From an optimization exercise on the open Yosys and OpenROAD flow, aimed at small area, a short achievable clock period and few clock cycles; shortcuts taken in it are not production practice. Function was checked by simulation only, so behaviour that the tests miss may differ from the original. Power and IR drop assume default switching activity.

==> flow/design.v <==
module gsh_core (
    input  wire        clk,
    input  wire        rst,           
    input  wire        req_valid,
    output wire        req_ready,
    input  wire        req_we,
    input  wire [18:0] req_addr,
    input  wire [31:0] req_wdata,
    output reg         rsp_valid,
    output wire [31:0] rsp_rdata
);
    localparam ST_OK        = 3'd0;
    localparam ST_OUT_RANGE = 3'd1;
    localparam ST_MALFORMED = 3'd2;
    localparam ST_TRUNCATED = 3'd3;
    localparam ST_LEN_OVF   = 3'd4;
    localparam ST_ILLEGAL   = 3'd5;
    localparam O_ILL    = 4'd0;
    localparam O_CREATE = 4'd1;
    localparam O_WRAP   = 4'd2;
    localparam O_SETU8  = 4'd3;
    localparam O_GETU8  = 4'd4;
    localparam O_SETU16 = 4'd5;
    localparam O_GETU16 = 4'd6;
    localparam O_SETSTR = 4'd7;
    localparam O_GETSTR = 4'd8;
    localparam O_CRC    = 4'd9;
    localparam O_XOR    = 4'd10;
    localparam O_ENC    = 4'd11;
    localparam O_FWRAP  = 4'd12;
    localparam O_DEC    = 4'd13;
    localparam W_SW   = 4'd0;    
    localparam W_DHI  = 4'd1;
    localparam W_DLO  = 4'd2;
    localparam W_RB   = 4'd3;    
    localparam W_K1   = 4'd4;
    localparam W_ZERO = 4'd5;
    localparam W_N    = 4'd6;
    localparam W_K2   = 4'd7;
    localparam W_K2N  = 4'd8;
    localparam W_CHI  = 4'd9;
    localparam W_CLO  = 4'd10;
    reg  [2:0]  code;
    reg         sticky;
    reg  [4:0]  msg_len;     
    reg  [4:0]  frm_len;     
    reg  [15:0] data_r;
    reg  [15:0] count_r;
    reg  [7:0]  xor1;
    reg  [7:0]  xor2;
    reg  [15:0] crc_r;       
    reg  [447:0] mem;        
    reg         busy;
    reg         sv;          
    reg         s_rd;        
    reg         s_reg;       
    reg         s_buf;       
    reg         s_cmd;       
    reg  [3:0]  s_op;
    reg         s_ahi;       
    reg         s_agt16;     
    reg         s_lbig;      
    reg  [15:0] sw;          
    reg  [5:0]  r_ba;        
    reg  [5:0]  w_ba;        
    reg         w_en;
    reg  [3:0]  w_sel;
    reg         p_on;        
    reg         p_cr;        
    reg         p_xo;        
    reg         p_dc;        
    reg         crc_en;
    reg         crc_en2;     
    reg         crc_init;
    reg  [7:0]  rbyte;
    reg  [7:0]  rbyte2;      
    assign req_ready = !busy;
    wire acc_req = req_valid && !busy;
    wire a_reg = (req_addr[18:6] == 13'd0) && (req_addr[1:0] == 2'd0) && (req_addr[5:2] <= 4'd9);
    wire a_msg = (req_addr[18:16] == 3'd1) && (req_addr[15:4] == 12'd0);
    wire a_str = (req_addr[18:16] == 3'd2) && (req_addr[15:4] == 12'd0);
    wire a_frm = (req_addr[18:17] == 2'b10) && (req_addr[16:5] == 12'd0) && (req_addr[4:3] != 2'b11);
    wire [5:0] a_ba = req_addr[18] ? {1'b1, req_addr[4:0]} :
                      req_addr[17] ? {2'b01, req_addr[3:0]} :
                      req_addr[16] ? {2'b00, req_addr[3:0]} : {2'b00, req_addr[5:2]};
    wire       a_r0 = (req_addr[18:16] == 3'd0) && (req_addr[5:2] == 4'd0);
    wire a_cmd = req_we && (req_addr == 19'd0);
    wire [7:0]  i_opc = req_wdata[31:24];
    wire        i_a0  = (req_wdata[23:8] == 16'd0);
    wire        i_b0  = (req_wdata[7:0] == 8'd0);
    wire        i_ahi = (req_wdata[23:13] != 11'd0);
    wire        i_agt16 = i_ahi || (req_wdata[12:8] > 5'd16);
    reg  [3:0]  i_op;
    always @(*) begin
        case (i_opc)
            8'h01: i_op = i_b0 ? O_CREATE : O_ILL;
            8'h02: i_op = i_b0 ? O_WRAP   : O_ILL;
            8'h10: i_op = O_SETU8;
            8'h11: i_op = i_b0 ? O_GETU8  : O_ILL;
            8'h12: i_op = i_b0 ? O_SETU16 : O_ILL;
            8'h13: i_op = i_b0 ? O_GETU16 : O_ILL;
            8'h14: i_op = i_b0 ? O_SETSTR : O_ILL;
            8'h15: i_op = i_b0 ? O_GETSTR : O_ILL;
            8'h20: i_op = (i_a0 && i_b0) ? O_CRC : O_ILL;
            8'h21: i_op = i_a0 ? O_XOR : O_ILL;
            8'h30: i_op = (i_a0 && i_b0) ? O_ENC : O_ILL;
            8'h31: i_op = O_FWRAP;
            8'h32: i_op = (i_a0 && i_b0) ? O_DEC : O_ILL;
            default: i_op = O_ILL;
        endcase
    end
    wire i_multi = (i_opc == 8'h12) || (i_opc == 8'h13) ||
                   (i_opc == 8'h14) || (i_opc == 8'h15) || (i_opc == 8'h20) ||
                   (i_opc == 8'h30) || (i_opc == 8'h32);
    wire [5:0] i_rba = (i_opc == 8'h14) ? 6'd16 : {2'b00, req_wdata[11:8]};
    wire [5:0] i_wba = (i_opc == 8'h15) ? 6'd16 :
                       (i_opc == 8'h30) ? 6'd32 : {2'b00, req_wdata[11:8]};
    reg        erun;
    reg [4:0]  ej;           
    reg [4:0]  erem;         
    wire        c_first = sv && s_cmd;
    wire [4:0]  op_a = sw[12:8];
    wire [7:0]  op_b = sw[7:0];
    wire [3:0]  eop  = s_op;
    reg  [6:0] r_hi;
    reg  [7:0] r_lo;
    reg  [7:0] r1;
    reg  [7:0] r1g;
    integer rg, rk;
    always @(*) begin
        r1 = 8'd0;
        for (rg = 0; rg < 7; rg = rg + 1) begin
            r1g = 8'd0;
            for (rk = 0; rk < 8; rk = rk + 1)
                r1g = r1g | ({8{r_lo[rk]}} & mem[8*(8*rg + rk) +: 8]);
            r1 = r1 | ({8{r_hi[rg]}} & r1g);
        end
    end
    wire [127:0] msg_v = mem[127:0];
    reg  [7:0] r2;
    always @(*) begin
        case (r_ba[3:1])
            3'd0: r2 = mem[8*1 +: 8];
            3'd1: r2 = mem[8*3 +: 8];
            3'd2: r2 = mem[8*5 +: 8];
            3'd3: r2 = mem[8*7 +: 8];
            3'd4: r2 = mem[8*9 +: 8];
            3'd5: r2 = mem[8*11 +: 8];
            3'd6: r2 = mem[8*13 +: 8];
            default: r2 = mem[8*15 +: 8];
        endcase
    end
    wire [127:0] frb_v = mem[8*35 +: 128];
    wire [4:0]  len_e = (c_first && (s_op == O_WRAP || s_op == O_CREATE) && !s_agt16) ? op_a : msg_len;
    wire [15:0] cnt_e = (sv && !s_rd && s_reg && w_ba[3:0] == 4'd5) ? sw : count_r;
    wire [4:0]  i_a   = req_wdata[12:8];
    wire [5:0]  lm1   = {1'b0, len_e} - 6'd1;
    wire [5:0]  lmc   = {1'b0, len_e} - {1'b0, cnt_e[4:0]};
    wire i_oor1 = i_ahi || (i_a >= len_e);                                           
    wire i_oor2 = i_ahi || lm1[5] || ({1'b0, i_a} >= lm1);                           
    wire i_oors = i_ahi || (cnt_e[15:5] != 11'd0) || lmc[5] || ({1'b0, i_a} >= lmc);  
    reg  oor_1, oor_2, oor_s;
    wire [15:0] dec_n   = {mem[8*33 +: 8], mem[8*34 +: 8]};
    wire        dec_mal = (frm_len < 5'd8);
    wire [4:0]  flm8    = frm_len - 5'd8;
    wire        dec_tr  = (dec_n[15:5] != 11'd0) || (dec_n[4:0] > flm8);
    wire [4:0] dec_n2  = (sv && w_en && w_ba == 6'd34) ? sw[4:0] : mem[8*34 +: 5];
    wire [5:0] dec_rba = 6'd35 + {1'b0, dec_n2};
    wire [4:0] crc_pairs = {1'b0, msg_len[4:1]} + {4'd0, msg_len[0]};
    wire [4:0] enc_f     = (crc_pairs > 5'd2) ? crc_pairs + 5'd1 : 5'd4;
    function [15:0] crc_byte;
        input [15:0] a;
        input [7:0]  d;
        integer k;
        reg [15:0] x;
        begin
            x = a ^ {8'd0, d};
            for (k = 0; k < 8; k = k + 1)
                x = x[0] ? ((x >> 1) ^ 16'hA001) : (x >> 1);
            crc_byte = x;
        end
    endfunction
    reg        n_run;
    reg        n_busy;       
    reg [4:0]  n_rem;
    reg [5:0]  n_rba, n_wba;
    reg        n_wen;
    reg [3:0]  n_wsel;
    reg        n_pon;
    reg        n_crc, n_crc2, n_crci;
    reg        crc_one;      
    reg        st_en;
    reg [2:0]  st_c;
    wire [4:0] ejn = ej + 5'd1;
    wire [4:0] jn  = erun ? ejn : 5'd1;      
    wire       run = erun || c_first;
    always @(*) begin
        n_run   = 1'b0;
        n_busy  = 1'b0;
        n_rem   = erem - 5'd1;
        n_rba   = r_ba + 6'd1;
        n_wba   = w_ba + 6'd1;
        n_wen   = 1'b0;
        n_wsel  = w_sel;
        n_pon   = 1'b0;
        n_crc   = 1'b0;
        n_crc2  = 1'b0;
        n_crci  = 1'b0;
        crc_one = 1'b0;
        st_en   = c_first;
        st_c    = ST_OK;
        if (run) begin
            n_run  = erun && (erem != 5'd0);
            n_busy = erun && (erem[4:1] != 4'd0);
            case (eop)
            O_ILL: st_c = ST_ILLEGAL;
            O_CREATE, O_WRAP: if (s_agt16) st_c = ST_LEN_OVF;
            O_FWRAP: if (s_lbig) st_c = ST_LEN_OVF;
            O_GETU8: if (oor_1) st_c = ST_OUT_RANGE;
            O_SETU8: if (oor_1) st_c = ST_OUT_RANGE;     
            O_SETU16: begin                              
                if (c_first) begin
                    if (oor_2) st_c = ST_OUT_RANGE;
                    else begin
                        n_run = 1'b1; n_rem = 5'd0;
                        n_wen = 1'b1; n_wsel = W_DLO;
                    end
                end
            end
            O_GETU16: begin
                if (c_first) begin
                    if (oor_2) st_c = ST_OUT_RANGE;
                    else begin
                        n_run = 1'b1; n_rem = 5'd0;
                    end
                end
            end
            O_SETSTR, O_GETSTR: begin
                n_wsel = W_RB;
                if (c_first) begin
                    n_wba = w_ba;
                    if (oor_s) st_c = ST_OUT_RANGE;
                    else if (count_r[4:0] != 5'd0) begin
                        n_run = 1'b1; n_rem = count_r[4:0] - 5'd1;
                        n_busy = (count_r[4:1] != 4'd0);
                        n_wen = 1'b1;
                    end
                end else begin
                    n_wen = (erem != 5'd0);
                end
            end
            O_CRC: begin
                crc_one = c_first;
                n_crci  = c_first;
                n_rba   = r_ba + 6'd2;
                n_crc   = ({1'b0, r_ba[4:0]} < {1'b0, msg_len});
                n_crc2  = ({1'b0, r_ba[4:1], 1'b1} < {1'b0, msg_len});
                if (c_first) begin
                    if (msg_len != 5'd0) begin
                        n_run = 1'b1; n_rem = crc_pairs - 5'd1;
                        n_busy = (msg_len > 5'd2);
                    end
                end
            end
            O_ENC: begin
                crc_one = c_first;
                n_crci  = c_first;
                n_rba   = r_ba + 6'd2;
                n_crc   = ({1'b0, r_ba[4:0]} < {1'b0, msg_len});
                n_crc2  = ({1'b0, r_ba[4:1], 1'b1} < {1'b0, msg_len});
                if (c_first) begin
                    n_run = 1'b1; n_rem = enc_f; n_busy = 1'b1;
                end
                n_pon = erun && (erem == 5'd2);
                n_wen = (jn <= 5'd3) || (erun && erem[4:2] == 3'd0 && (erem[1] ^ erem[0]));
                case (jn)
                    5'd1: begin n_wsel = W_K2;  n_wba = 6'd37 + {1'b0, msg_len}; end
                    5'd2: n_wsel = W_K2N;
                    5'd3: n_wsel = W_ZERO;
                    5'd4: n_wba = 6'd35 + {1'b0, msg_len};
                    default: n_wba = w_ba;
                endcase
                if (erun && erem == 5'd2) n_wsel = W_CHI;
                if (erun && erem == 5'd1) begin
                    n_wsel = W_CLO;
                    n_wba  = w_ba + 6'd1;
                end
            end
            O_DEC: begin
                if (c_first) begin
                    if (dec_mal) st_c = ST_MALFORMED;
                    else if (dec_tr) st_c = ST_TRUNCATED;
                    else begin
                        n_run = 1'b1; n_rem = 5'd2; n_busy = 1'b1;
                    end
                end
                if (erun && ej == 5'd1) n_rba = r_ba + 6'd2;
                n_pon = erun && (ej == 5'd2);
            end
            default: ;
            endcase
        end
    end
    reg [7:0] w_d;
    always @(*) begin
        case (w_sel)
            W_SW:   w_d = sw[7:0];
            W_DHI:  w_d = data_r[15:8];
            W_DLO:  w_d = data_r[7:0];
            W_RB:   w_d = rbyte;
            W_K1:   w_d = xor1;
            W_N:    w_d = {3'd0, msg_len};
            W_K2:   w_d = xor2;
            W_K2N:  w_d = xor2 ^ {3'd0, msg_len};
            W_CHI:  w_d = crc_r[15:8];
            W_CLO:  w_d = crc_r[7:0];
            default: w_d = 8'd0;
        endcase
    end
    wire [7:0] p_key = p_cr ? 8'd0 : p_xo ? op_b : (xor1 ^ xor2 ^ crc_r[15:8]);
    wire [4:0] p_len = p_cr ? op_a : msg_len;
    wire       p_selm = !p_cr && !p_dc;
    wire       p_self = p_dc;
    wire       p_frm  = p_on && !p_cr && !p_xo;
    wire       p_hdr  = p_frm && !p_dc;       
    wire [7:0] kx = p_on ? p_key : 8'd0;
    wire [7:0] wx = w_d ^ kx;
    reg  [127:0] p_t;
    reg  [15:0]  in_rng;
    integer i;
    always @(*) begin
        for (i = 0; i < 16; i = i + 1) begin
            in_rng[i] = p_on && (i < p_len);
            p_t[8*i +: 8] = (({8{in_rng[i] && p_selm}} & msg_v[8*i +: 8]) |
                             ({8{in_rng[i] && p_self}} & frb_v[8*i +: 8]) |
                             ({8{!in_rng[i]}} & wx)) ^ kx;
        end
    end
    integer b;
    always @(posedge clk) begin
        for (b = 0; b < 56; b = b + 1) begin
            if (b < 16) begin
                if (in_rng[b] || (w_en && w_ba == b))
                    mem[8*b +: 8] <= p_t[8*b +: 8];
            end else if (b >= 35 && b < 51) begin
                if ((p_frm && in_rng[b-35]) || (w_en && w_ba == b))
                    mem[8*b +: 8] <= p_t[8*(b-35) +: 8];
            end else if (b >= 32 && b < 35) begin
                if (p_hdr)
                    mem[8*b +: 8] <= (b == 32) ? xor1 : (b == 33) ? 8'd0 : {3'd0, msg_len};
                else if (w_en && w_ba == b)
                    mem[8*b +: 8] <= w_d;
            end else begin
                if (w_en && w_ba == b)
                    mem[8*b +: 8] <= w_d;
            end
        end
    end
    wire [15:0] crc_a  = crc_init ? 16'hFFFF : crc_r;
    wire [7:0]  crc_k  = (eop == O_ENC) ? xor2 : 8'd0;
    wire [7:0]  crc_b0 = rbyte ^ crc_k;
    wire [7:0]  crc_b1 = rbyte2 ^ crc_k;
    reg [15:0] rd_q;
    reg [15:0] reg_val;
    always @(*) begin
        case (w_ba[3:0])
            4'd1: reg_val = {8'd0, sticky, 4'd0, code};
            4'd2: reg_val = {11'd0, msg_len};
            4'd3: reg_val = {11'd0, frm_len};
            4'd4: reg_val = data_r;
            4'd5: reg_val = count_r;
            4'd6: reg_val = {8'd0, xor1};
            4'd7: reg_val = {8'd0, xor2};
            4'd8: reg_val = crc_r;
            4'd9: reg_val = 16'd16;
            default: reg_val = 16'd0;
        endcase
    end
    always @(posedge clk) begin
        rd_q <= s_reg ? reg_val : (s_buf ? {8'd0, r1} : 16'd0);
    end
    assign rsp_rdata = {16'd0, rd_q};
    wire [5:0] r_ba_n = acc_req ? (a_r0 ? ((i_opc == 8'h32) ? dec_rba : i_rba) : a_ba) :
                        run ? n_rba : r_ba;
    integer oh;
    always @(posedge clk) begin
        for (oh = 0; oh < 7; oh = oh + 1) r_hi[oh] <= (r_ba_n[5:3] == oh);
        for (oh = 0; oh < 8; oh = oh + 1) r_lo[oh] <= (r_ba_n[2:0] == oh);
    end
    always @(posedge clk) begin
        rbyte  <= r1;
        rbyte2 <= r2;
        crc_en2 <= n_crc2;
        if (acc_req) begin
            s_rd    <= !req_we;
            s_reg   <= a_reg && (req_addr[5:2] != 4'd0);     
            s_buf   <= a_msg | a_str | a_frm;
            s_cmd   <= a_cmd;
            s_op    <= i_op;
            s_ahi   <= i_ahi;
            s_agt16 <= i_agt16;
            s_lbig  <= (req_wdata[23:5] != 19'd0) || (req_wdata[4:0] > 5'd24);
            sw      <= req_wdata[15:0];
            oor_1   <= i_oor1;
            oor_2   <= i_oor2;
            oor_s   <= i_oors;
            r_ba    <= r_ba_n;
            w_ba    <= a_r0 ? i_wba : a_ba;
            w_sel   <= (a_cmd && i_opc == 8'h12) ? W_DHI : W_SW;
        end else if (run) begin
            r_ba    <= r_ba_n;
            w_ba    <= n_wba;
            w_sel   <= n_wsel;
        end
        crc_init <= n_crci;
        erem <= n_rem;
        ej   <= erun ? ejn : 5'd1;
    end
    always @(posedge clk) begin
        if (rst) begin
            busy      <= 1'b0;
            sv        <= 1'b0;
            rsp_valid <= 1'b0;
            erun      <= 1'b0;
            w_en      <= 1'b0;
            p_on      <= 1'b0;
            p_cr      <= 1'b0;
            p_xo      <= 1'b0;
            p_dc      <= 1'b0;
            crc_en    <= 1'b0;
            code      <= ST_OK;
            sticky    <= 1'b0;
            msg_len   <= 5'd0;
            frm_len   <= 5'd0;
            data_r    <= 16'd0;
            count_r   <= 16'd0;
            xor1      <= 8'd0;
            xor2      <= 8'd0;
            crc_r     <= 16'd0;
        end else begin
            sv        <= acc_req;
            rsp_valid <= sv && s_rd;
            erun      <= n_run;
            busy      <= (acc_req && a_cmd && i_multi) || n_busy;
            crc_en    <= n_crc;
            if (acc_req) begin
                w_en <= req_we && (a_msg | a_str | a_frm) ||
                        a_cmd && (i_opc == 8'h10) && !i_oor1 ||
                        a_cmd && (i_opc == 8'h12) && i_b0 && !i_oor2;
                p_on <= a_cmd && ((i_opc == 8'h01 && i_b0 && !i_agt16) || (i_opc == 8'h21 && i_a0));
                p_cr <= (i_opc == 8'h01);
                p_xo <= (i_opc == 8'h21);
                p_dc <= 1'b0;
            end else begin
                w_en <= run && n_wen;
                p_on <= run && n_pon;
                p_cr <= 1'b0;
                p_xo <= 1'b0;
                p_dc <= (eop == O_DEC);
            end
            if (st_en) begin
                code <= st_c;
                if (st_c != ST_OK) sticky <= 1'b1;
            end
            if (crc_en)
                crc_r <= crc_en2 ? crc_byte(crc_byte(crc_a, crc_b0), crc_b1) : crc_byte(crc_a, crc_b0);
            else if (crc_one)
                crc_r <= 16'hFFFF;
            if (sv && !s_rd && s_reg) begin
                case (w_ba[3:0])
                    4'd1: if (sw[7]) sticky <= 1'b0;
                    4'd4: data_r  <= sw;
                    4'd5: count_r <= sw;
                    4'd6: xor1    <= sw[7:0];
                    4'd7: xor2    <= sw[7:0];
                    default: ;
                endcase
            end
            if (run) begin
                case (eop)
                    O_CREATE, O_WRAP: if (c_first && !s_agt16) msg_len <= op_a;
                    O_GETU8: if (!oor_1) data_r <= {8'd0, r1};
                    O_GETU16: begin
                        if (erun) data_r[7:0] <= r1;
                        else if (!oor_2) data_r[15:8] <= r1;
                    end
                    O_FWRAP: if (!s_lbig) frm_len <= sw[4:0];
                    O_ENC: if (erun && erem == 5'd0) frm_len <= msg_len + 5'd8;
                    O_DEC: begin
                        if (c_first) begin
                            if (dec_mal || dec_tr) begin
                                msg_len <= 5'd0;
                                xor1    <= 8'd0;
                                xor2    <= 8'd0;
                                crc_r   <= 16'd0;
                            end else begin
                                msg_len <= dec_n[4:0];
                                xor1    <= mem[8*32 +: 8];
                            end
                        end
                        if (c_first && !(dec_mal || dec_tr)) crc_r[15:8] <= r1;
                        if (erun && ej == 5'd1) crc_r[7:0]  <= r1;
                        if (erun && ej == 5'd2) xor2 <= r1 ^ {3'd0, msg_len};
                    end
                    default: ;
                endcase
            end
        end
    end
endmodule
==> flow/flow/run.sh <==
#!/bin/bash
set -euo pipefail
MARGIN=6.8
export BUFFER_PORTS_ARGS="-buffer_cell sky130_fd_sc_hd__buf_4"
sed -e "s/SETUP_SLACK_MARGIN=[0-9.-]*/SETUP_SLACK_MARGIN=${MARGIN}/" standard.sh > standard_margin.sh
grep -q "SETUP_SLACK_MARGIN=${MARGIN}" standard_margin.sh
bash standard_margin.sh > standard_margin.log 2>&1
==> flow/standard.sh <==
#!/bin/bash
# synth_recipe.tcl (not shown) runs the flow's synth.tcl, then flattens the netlist and writes it again
# the make line also repeats each setting of config.mk as NAME=value (left out here)
make -C /OpenROAD-flow-scripts/flow DESIGN_CONFIG=/design/flow/config.mk WORK_HOME=/design/flow/orfs CLKGATE_MAP_FILE= SYNTH_SCRIPT=/design/flow/synth_recipe.tcl "${@:-finish}"
==> flow/config.mk <==
export PLATFORM = sky130hd
export DESIGN_NAME = gsh_core
export DESIGN_NICKNAME = gsh_core
export VERILOG_FILES = /design/flow/design.v
export SDC_FILE = /design/flow/constraint.sdc
export NUM_CORES = 4
export LEC_CHECK = 0
export ABC_CLOCK_PERIOD_IN_PS = 3000
export CAP_MARGIN = 20
export CORE_MARGIN = 2
export CORE_UTILIZATION = 60
export CTS_BUF_LIST = sky130_fd_sc_hd__clkbuf_4 sky130_fd_sc_hd__clkbuf_8
export PLACE_DENSITY = 0.72
export SETUP_SLACK_MARGIN = 5
export SLEW_MARGIN = 20
==> flow/constraint.sdc <==
create_clock -name core_clock -period 10.0 [get_ports {clk}]
set_input_delay 2.0000 -clock core_clock [delete_from_list [all_inputs] [get_ports {clk}]]
set_output_delay 2.0000 -clock core_clock [all_outputs]
set_load 0.01 [all_outputs]
==> results of run 1 <==
## final cells by class
| type | count | area [um^2] | area share, % |
|---|---|---|---|
| repair inverters | 3 | 22.52 | 0.05855 |
| clock inverters | 44 | 454.2 | 1.181 |
| inverters | 74 | 315.3 | 0.8196 |
| repair buffers | 204 | 1654 | 4.300 |
| multi-input cells | 2292 | 15520 | 40.35 |
| flip-flops and latches | 640 | 17680 | 45.95 |
| diodes | 4 | 10.01 | 0.02602 |
| clock buffers | 148 | 1868 | 4.856 |
| well taps | 756 | 945.9 | 2.459 |
## per-stage QoR
| step | utilization, % | hold WS, ns | worst slack, ns |
|---|---|---|---|
| after detailed placement | 62.62 | 0.4526 | 5.670 |
| after global routing | 68.61 | 0.4725 | 6.379 |
| after floorplan | - | 0.4368 | 6.502 |
| final | 68.62 | 0.4649 | 6.479 |
| after CTS | 67.67 | 0.4617 | 6.478 |
| after global placement | 62.60 | 0.4501 | 5.736 |
## synth_stat cells (22+ instances only)
| library cell | instances |
|---|---|
| sky130_fd_sc_hd__nand3_1 | 39 |
| sky130_fd_sc_hd__ha_1 | 62 |
| sky130_fd_sc_hd__edfxtp_1 | 482 |
| sky130_fd_sc_hd__xor2_1 | 53 |
| sky130_fd_sc_hd__o22ai_1 | 52 |
| sky130_fd_sc_hd__a31oi_1 | 22 |
| sky130_fd_sc_hd__inv_1 | 70 |
| sky130_fd_sc_hd__nor3_1 | 51 |
| sky130_fd_sc_hd__a222oi_1 | 34 |
| sky130_fd_sc_hd__dfxtp_1 | 158 |
| sky130_fd_sc_hd__xnor2_1 | 190 |
| sky130_fd_sc_hd__nor2_1 | 344 |
| sky130_fd_sc_hd__buf_1 | 26 |
| sky130_fd_sc_hd__a211oi_1 | 33 |
| sky130_fd_sc_hd__a22oi_1 | 383 |
| sky130_fd_sc_hd__mux2i_1 | 71 |
| sky130_fd_sc_hd__nand4_1 | 56 |
| sky130_fd_sc_hd__o21ai_0 | 135 |
| sky130_fd_sc_hd__and2_1 | 24 |
| sky130_fd_sc_hd__clkbuf_1 | 208 |
| sky130_fd_sc_hd__a21oi_1 | 247 |
| sky130_fd_sc_hd__nand2_1 | 190 |
## per-layer routing
layer | up-vias | GRT usage [%] | share of wire, %
met5 | - | 0 | 0.053
met3 | 549 | 12.75 | 15
li1 | 12460 | - | -
met1 | 14330 | 60.17 | 37
met4 | 10 | 21.50 | 5.8
met2 | 2617 | 60.43 | 41
## kinds of logic (layout without fill, tap and decap cells)
family | count (synthesis) | after routing | synth area share [%]
mux | 87 | 87 | 2.629
fa+ha+maj | 65 | 65 | 2.437
compound gates | 1043 | 1043 | 20.67
buf+inv | 344 | 473 | 4.099
other cells | 1 | 20 | 0.01107
xor+xnor | 251 | 251 | 6.824
simple gates | 830 | 830 | 11.28
flops | 640 | 640 | 52.05
## worst paths after layout
check / endpoint / slack (ns)
setup / recovery: oor_s / 6.48
hold / removal: code[0] / 0.46
setup reg to reg: oor_s / 6.48
hold reg to reg: code[0] / 0.46
## critical path: cells and delay by family (launching register included)
family | cells | cell delay, ns
AOI/OAI and AO/OA | 3 | 0.39
muxes | 1 | 0.35
DFF | 1 | 0.42
and+or+nand+nor | 4 | 0.95
adders and majority gates | 3 | 0.90
buffers and inverters | 4 | 0.27
## timing repair
action / in CTS / in global routing
resized for setup: 88 / 56
pin swaps: 18 / 27
gates cloned: 0 / 3
buffers inserted: 26 / 34
hold buffers: 0 / 0
endpoints found under the setup margin: 436 / 225
## power by group through the flow
stage / registers [mW] / clock network (mW) / logic, mW
CTS: 2.96 / 2.53 / 0.673
global route: 2.96 / 2.65 / 0.779
global placement: 3.01 / 0 / 0.646
detailed placement: 3.01 / 0 / 0.658
floorplan: 2.98 / 0 / 0.439
finish: 2.96 / 2.53 / 0.753
==> results.toml, run 1 <==
[floorplanning]
floorplan.die_area_mm2 = 0.05839
die_width_um = 241.6
start_util_pct = 60.44
floorplan.core_area_mm2 = 0.05606
std_cell_rows = 87
dieHeight_um = 241.6
io-pin-count = 89

[route]
wirelength_um = 129000
post_dr_wirelength_cell_um = 30.98
route.vias.total = 29970
drt_pre_antenna_iters = 17
drc = 0
vias_per_instance = 7.195
initialDrtViolationCount = 5262
final_antenna_net_count = 0

[global_route]
number_of_antenna_violations_at_the_first_check_in_global_routing = 12
grt_pass1_wl_um = 186400
grt_pass1_vias = 27840
gr-total-overflow = 0
grt.total_usage_pct = 42.87
grt_start_max_net_pins = 85

[timing]
final.min_clock_period_ns = 3.521
tns_ns = 0
rsz_0062_raised_after_global_routing = "yes"
max_freq_ghz = 0.2840
clock_skews_ns = 0.06883
worst-slew-pin-transition_ns = 1.118
maxSlewHeadroom_pct = 25.50
timing_hold_violations_final = 0
final.period_utilization_pct = 35.21
report.final.setup_viol = 0
report.final.slew_viol_count = 0

[final_layout]
largest_register_ff_count = 448
mostFrequentLayoutCell = "sky130_fd_sc_hd__edfxtp_1"
drive_above_1_share_pct = 16.59
num-nets-final = 3439
final.fill_count = 4356
regMostFlops = "mem"
stdcell_count = 4165
area.growth.synth_to_final_pct = 13.53
total_non_filler_cell_area_in_the_finished_layout_mm2 = 0.03847
commonest_non_fill_non_tap_cells_in_the_layout = "482 x sky130_fd_sc_hd__edfxtp_1, 381 x sky130_fd_sc_hd__a22oi_1, 326 x sky130_fd_sc_hd__nor2_1"

[synth]
yosys.area.top_type_share_pct = 42.72
synth-warning-count = 1
cell_area_synth_mm2 = 0.03388
ys_ff_latch = 640
ys_async_sr_fraction_pct = 0
postSynthCellCount = 3261
synth_top_area_cell = "sky130_fd_sc_hd__edfxtp_1"
synth.top_cells.by_area = "sky130_fd_sc_hd__edfxtp_1 43%, sky130_fd_sc_hd__dfxtp_1 9.3%, sky130_fd_sc_hd__a22oi_1 8.5%"
synth.distinct_cells = 83
ys.flop_type = "sky130_fd_sc_hd__edfxtp_1"
synth_edf_count = 482
synth.yosys.seq_area_share_pct = 52.05
syn_area_per_cell_um2 = 10.39

[min_path]
worstHoldPathType = "reg2reg"
timing.hold.worst_path_depth = 2
min-delay-start = "code[0]"

[setup_path]
path_class = "reg2reg"
crit_path_cell_trace = "or2_4 -> or4_4 -> mux2_4 -> inv_4 -> buf_12 -> ha_4 -> inv_2 -> fa_2 -> inv_1 -> ha_1 -> a21o_1 -> a21oi_2 -> nor2b_1 -> o21ai_1 -> nand2_1"
crit_path_max_incr_delay_ns = 0.56
critPathSlowestCell = "sky130_fd_sc_hd__or4_4"
rr_startpoint = "s_op[2]"
crit_path_max_fanout = 4
crit_startpoint = "s_op[2]"
timing.reg2reg.worst_path_depth = 15
worstPathRequired_ns = 10.50
critPathCaptureType = "register"
cp-start-kind = "register"
worst_ep_arrival_time_ns = 4.02

[cts]
cts-buffers-inserted = 105
clk_pin_slew_worst_paths_ns = 0.06
cts.sinks = 640
tritoncts = "done"
cts.htree.levels = 3
clock_insertion_delay_worst_skew_ns = 0.78
clk_path_buf_depth = 3
cts_root_buf = "sky130_fd_sc_hd__clkbuf_8"

[power]
total_switching_power_mw = 1.697
p_seq_share_pct = 47.4
cellLeakagePower_nw = 13.31
power.internal_mw = 4.550
sw_frac_of_total_pct = 27.17
ir_drop_worst_case_vdd_v = 0.0001644
share_comb_of_total_power_pct = 12.1
total_power_mw = 6.248
power.clock.fraction_pct = 40.5
pwr_density_cell_mw_per_mm2 = 162.4

[placement]
io_buffer_count = 72
gp_congestion = 1.016
post-place-cells = 3905
placed_cell_area_mm2 = 0.03510
detailedPlacementHpwl_um = 87530

[job]
drv_cap = 0

[outcome]
outcome = "complete, no violations"
Testbench counts, summed over its fixed seeds: cycles 15,330.
==> inputs of run 2 (changes only) <==
==> flow/flow/run.sh (replaced) <==
#!/bin/bash
set -euo pipefail
MARGIN=7.2
export BUFFER_PORTS_ARGS="-buffer_cell sky130_fd_sc_hd__buf_4"
sed -e "s/SETUP_SLACK_MARGIN=[0-9.-]*/SETUP_SLACK_MARGIN=${MARGIN}/" standard.sh > standard_margin.sh
grep -q "SETUP_SLACK_MARGIN=${MARGIN}" standard_margin.sh
bash standard_margin.sh > standard_margin.log 2>&1
--- a/flow/config.mk
+++ b/flow/config.mk
@@ -13,3 +13,4 @@
 export PLACE_DENSITY = 0.72
 export SETUP_SLACK_MARGIN = 5
 export SLEW_MARGIN = 20
+export TNS_END_PERCENT = 0
==> run 2 against run 1 <==
Highest routed layer unchanged. Clock skew is 0.041 ns lower. Combinational power is 6.8% lower. Worst hold slack worse by 0.0018 ns. Non-clock buffer count is 38 lower. Synthesized cell count stayed put. Largest power group unchanged. Total power is 3.3% lower. Final cell count is 0.98% lower. Setup slack worse by 0.19 ns. Sequential power hardly changed. Area after synthesis stayed put. First-iteration DRC count is 3.9% lower. Largest cell class unchanged.
==> results.toml, run 2 <==
[outcome]
outcome = "complete, no violations"

[floorplanning]
floorplan.core_area_mm2 = 0.05606
std_cell_rows = 87
start_util_pct = 60.44
floorplan.die_area_mm2 = 0.05839
io-pin-count = 89
die_width_um = 241.6
dieHeight_um = 241.6

[timing]
report.final.slew_viol_count = 0
clock_skews_ns = 0.02816
timing_hold_violations_final = 0
max_freq_ghz = 0.2694
tns_ns = 0
report.final.setup_viol = 0
maxSlewHeadroom_pct = 23.67
rsz_0062_raised_after_global_routing = "yes"
final.period_utilization_pct = 37.12
worst-slew-pin-transition_ns = 1.144
final.min_clock_period_ns = 3.712
layout_setup_ws_ns = 6.288

[setup_path]
path_class = "reg2reg"
worst_ep_arrival_time_ns = 4.35
rr_endpoint = "xor2[0]"
crit_path_max_fanout = 45
timing.reg2reg.worst_path_depth = 8
critPathCaptureType = "register"
rr_startpoint = "r_lo[1]"
cp-start-kind = "register"
worstPathRequired_ns = 10.63
timing.reg2reg.setup_slack_ns = 6.29

[power]
pwr_density_cell_mw_per_mm2 = 160.8
cellLeakagePower_nw = 12.99
ir_drop_worst_case_vdd_v = 0.0001764
total_power_mw = 6.039

[cts]
clock_insertion_delay_worst_skew_ns = 0.76
cts-buffers-inserted = 104
cts-hold-fix-buffers = 0
clk_pin_slew_worst_paths_ns = 0.06
cts_root_buf = "sky130_fd_sc_hd__clkbuf_8"
clk_path_buf_depth = 3
cts.htree.levels = 3
cts.sinks = 640
tritoncts = "done"

[global_route]
grt_start_max_net_pins = 80
gr-total-overflow = 0
grt_pass1_vias = 27840
grt.total_usage_pct = 42.36
number_of_antenna_violations_at_the_first_check_in_global_routing = 7
grt_pass1_wl_um = 184300

[synth]
postSynthCellCount = 3261
yosys.area.top_type_share_pct = 42.72
synth.top_cells.by_area = "sky130_fd_sc_hd__edfxtp_1 43%, sky130_fd_sc_hd__dfxtp_1 9.3%, sky130_fd_sc_hd__a22oi_1 8.5%"
synth.yosys.seq_area_share_pct = 52.05
ys.flop_type = "sky130_fd_sc_hd__edfxtp_1"
synth_edf_count = 482
ys_async_sr_fraction_pct = 0
ys_ff_latch = 640
synth_top_area_cell = "sky130_fd_sc_hd__edfxtp_1"
post-synth-top-count-cell = "sky130_fd_sc_hd__edfxtp_1"
synth_common_cells = "482 x sky130_fd_sc_hd__edfxtp_1, 383 x sky130_fd_sc_hd__a22oi_1, 344 x sky130_fd_sc_hd__nor2_1"
synth-warning-count = 1
synth.distinct_cells = 83
cell_area_synth_mm2 = 0.03388
syn_area_per_cell_um2 = 10.39

[placement]
gp_congestion = 1.024
io_buffer_count = 72
detailedPlacementHpwl_um = 86220
pre_cts_ws_ns = 5.711

[route]
route.vias.total = 29760
final_antenna_net_count = 0
drt_pre_antenna_iters = 9
wirelength_um = 126600
post_dr_wirelength_cell_um = 30.69
initialDrtViolationCount = 5057
drc = 0
vias_per_instance = 7.216

[min_path]
min-delay-start = "code[1]"
worstHoldPathType = "reg2reg"
hold-path-endpoint = "code[1]"
timing.hold.worst_path_depth = 2

[final_layout]
largest_register_ff_count = 448
mostFrequentLayoutCell = "sky130_fd_sc_hd__edfxtp_1"
num-nets-final = 3397
drive_above_1_share_pct = 12.94
commonest_non_fill_non_tap_cells_in_the_layout = "482 x sky130_fd_sc_hd__edfxtp_1, 383 x sky130_fd_sc_hd__a22oi_1, 333 x sky130_fd_sc_hd__nor2_1"
area.growth.synth_to_final_pct = 10.87
regMostFlops = "mem"

[job]
drv_cap = 0
-- run 2: worst max path at each step --
stage | startpoint | to | slack, ns | depth (start not counted)
finish | r_lo[1] | xor2[0] | 6.29 | 8
global route | s_op[3] | w_en | 6.38 | 15
CTS | s_op[2] | oor_s | 6.47 | 15
detailed placement | req_wdata[13] | s_op[1] | 5.71 | 6
global placement | req_wdata[13] | s_op[3] | 5.83 | 7
floorplan | s_op[3] | oor_s | 6.50 | 17
-- run 2: kinds of logic after synthesis --
kind of cell,count (synthesis),share of synthesized area [%]
AND/OR/NAND/NOR,830,11.28
adder cells (fa/ha/maj),65,2.437
XOR/XNOR,251,6.824
multiplexers,87,2.629
buffers and inverters,344,4.099
AO/OA/AOI/OAI,1043,20.67
other,1,0.01107
flip-flops,640,52.05
-- run 2: what timing repair did --
item	in CTS	in global routing
pin swaps	12	12
gates resized for setup	25	24
endpoints found under the setup margin	796	878
setup buffers	13	8
-- run 2: cell type report --
cell class                 instances  area [um^2]
timing repair buffer             166         1269
antenna                            6        15.01
fill                            4352        18490
inverter                          74        286.5
clock buffer                     140         1733
tap                              756        945.9
sequential                       640        17650
clock inverter                    50        397.9
multi-input combinational       2292        15270
-- run 2: layer usage --
layer | up-vias | GRT usage, % | wire length (um)
li1 | 12380 | - | -
met1 | 14180 | 58.80 | 46140
met2 | 2671 | 59.60 | 52620
met3 | 533 | 14.36 | 20390
met4 | 4 | 20.19 | 7380
met5 | - | 0 | 23
-- run 2: stage by stage --
stage | utilization [%] | area (um^2) | hold WS (ns) | std cells
final | 67.01 | 37570 | 0.4631 | 4124
after global routing | 66.99 | 37550 | 0.5093 | 4119
after global placement | 62.44 | 35000 | 0.4547 | 3905
after CTS | 66.60 | 37340 | 0.4616 | 4110
after floorplan | - | 34010 | 0.4368 | 3276
after detailed placement | 62.46 | 35010 | 0.4529 | 3907
-- run 2: power breakdown --
group	total (mW)	switching (mW)	internal, mW
sequential	2.96	0.0585	2.90
clock	2.38	1.13	1.25
combinational	0.702	0.469	0.232
-- run 2: critical path: stages (launching register included) --
cell and delay (ns):
sky130_fd_sc_hd__dfxtp_2 0.42, sky130_fd_sc_hd__buf_4 0.40, sky130_fd_sc_hd__a22oi_1 0.50, sky130_fd_sc_hd__nand4_1 0.25, sky130_fd_sc_hd__a222oi_1 0.90, sky130_fd_sc_hd__and3_2 0.58, sky130_fd_sc_hd__xnor2_1 0.16, sky130_fd_sc_hd__o221ai_1 0.15
sky130_fd_sc_hd__and2_1 0.19

## what the ideal ports hide
Ports are ideal in the flow. The routed layouts listed here were re-timed in OpenROAD.
Step 1: set_driving_cell puts a clkbuf_16 on clk and a buf_2 on each other input, an assumption about the parent block.
Step 2 adds t to the input delays and takes it off the output delays; t is the mean of the earliest and latest rising clock arrival at the registers after step 1. Input paths then give back, and output paths get back, about the clock's delay inside the block.
Three values: no drivers, after step 1, after step 2; two values: the first two.
run | shift t [ns] | setup WS [ns] | worst hold slack (ns) | slew at the worst register clock pin (ns)
run 1 | 0.808 | 6.479 / 6.479 / 6.009 | 0.465 / 0.465 / 0.465 | 0.07 / 0.07
run 2 | 0.799 | 6.288 / 6.288 / 5.806 | 0.463 / 0.463 / 0.463 | 0.07 / 0.07
After both steps every run listed still meets setup and hold. The setup slack of run 2, which loses most, moves by 0.000 ns with the drivers and by -0.482 ns with both steps.
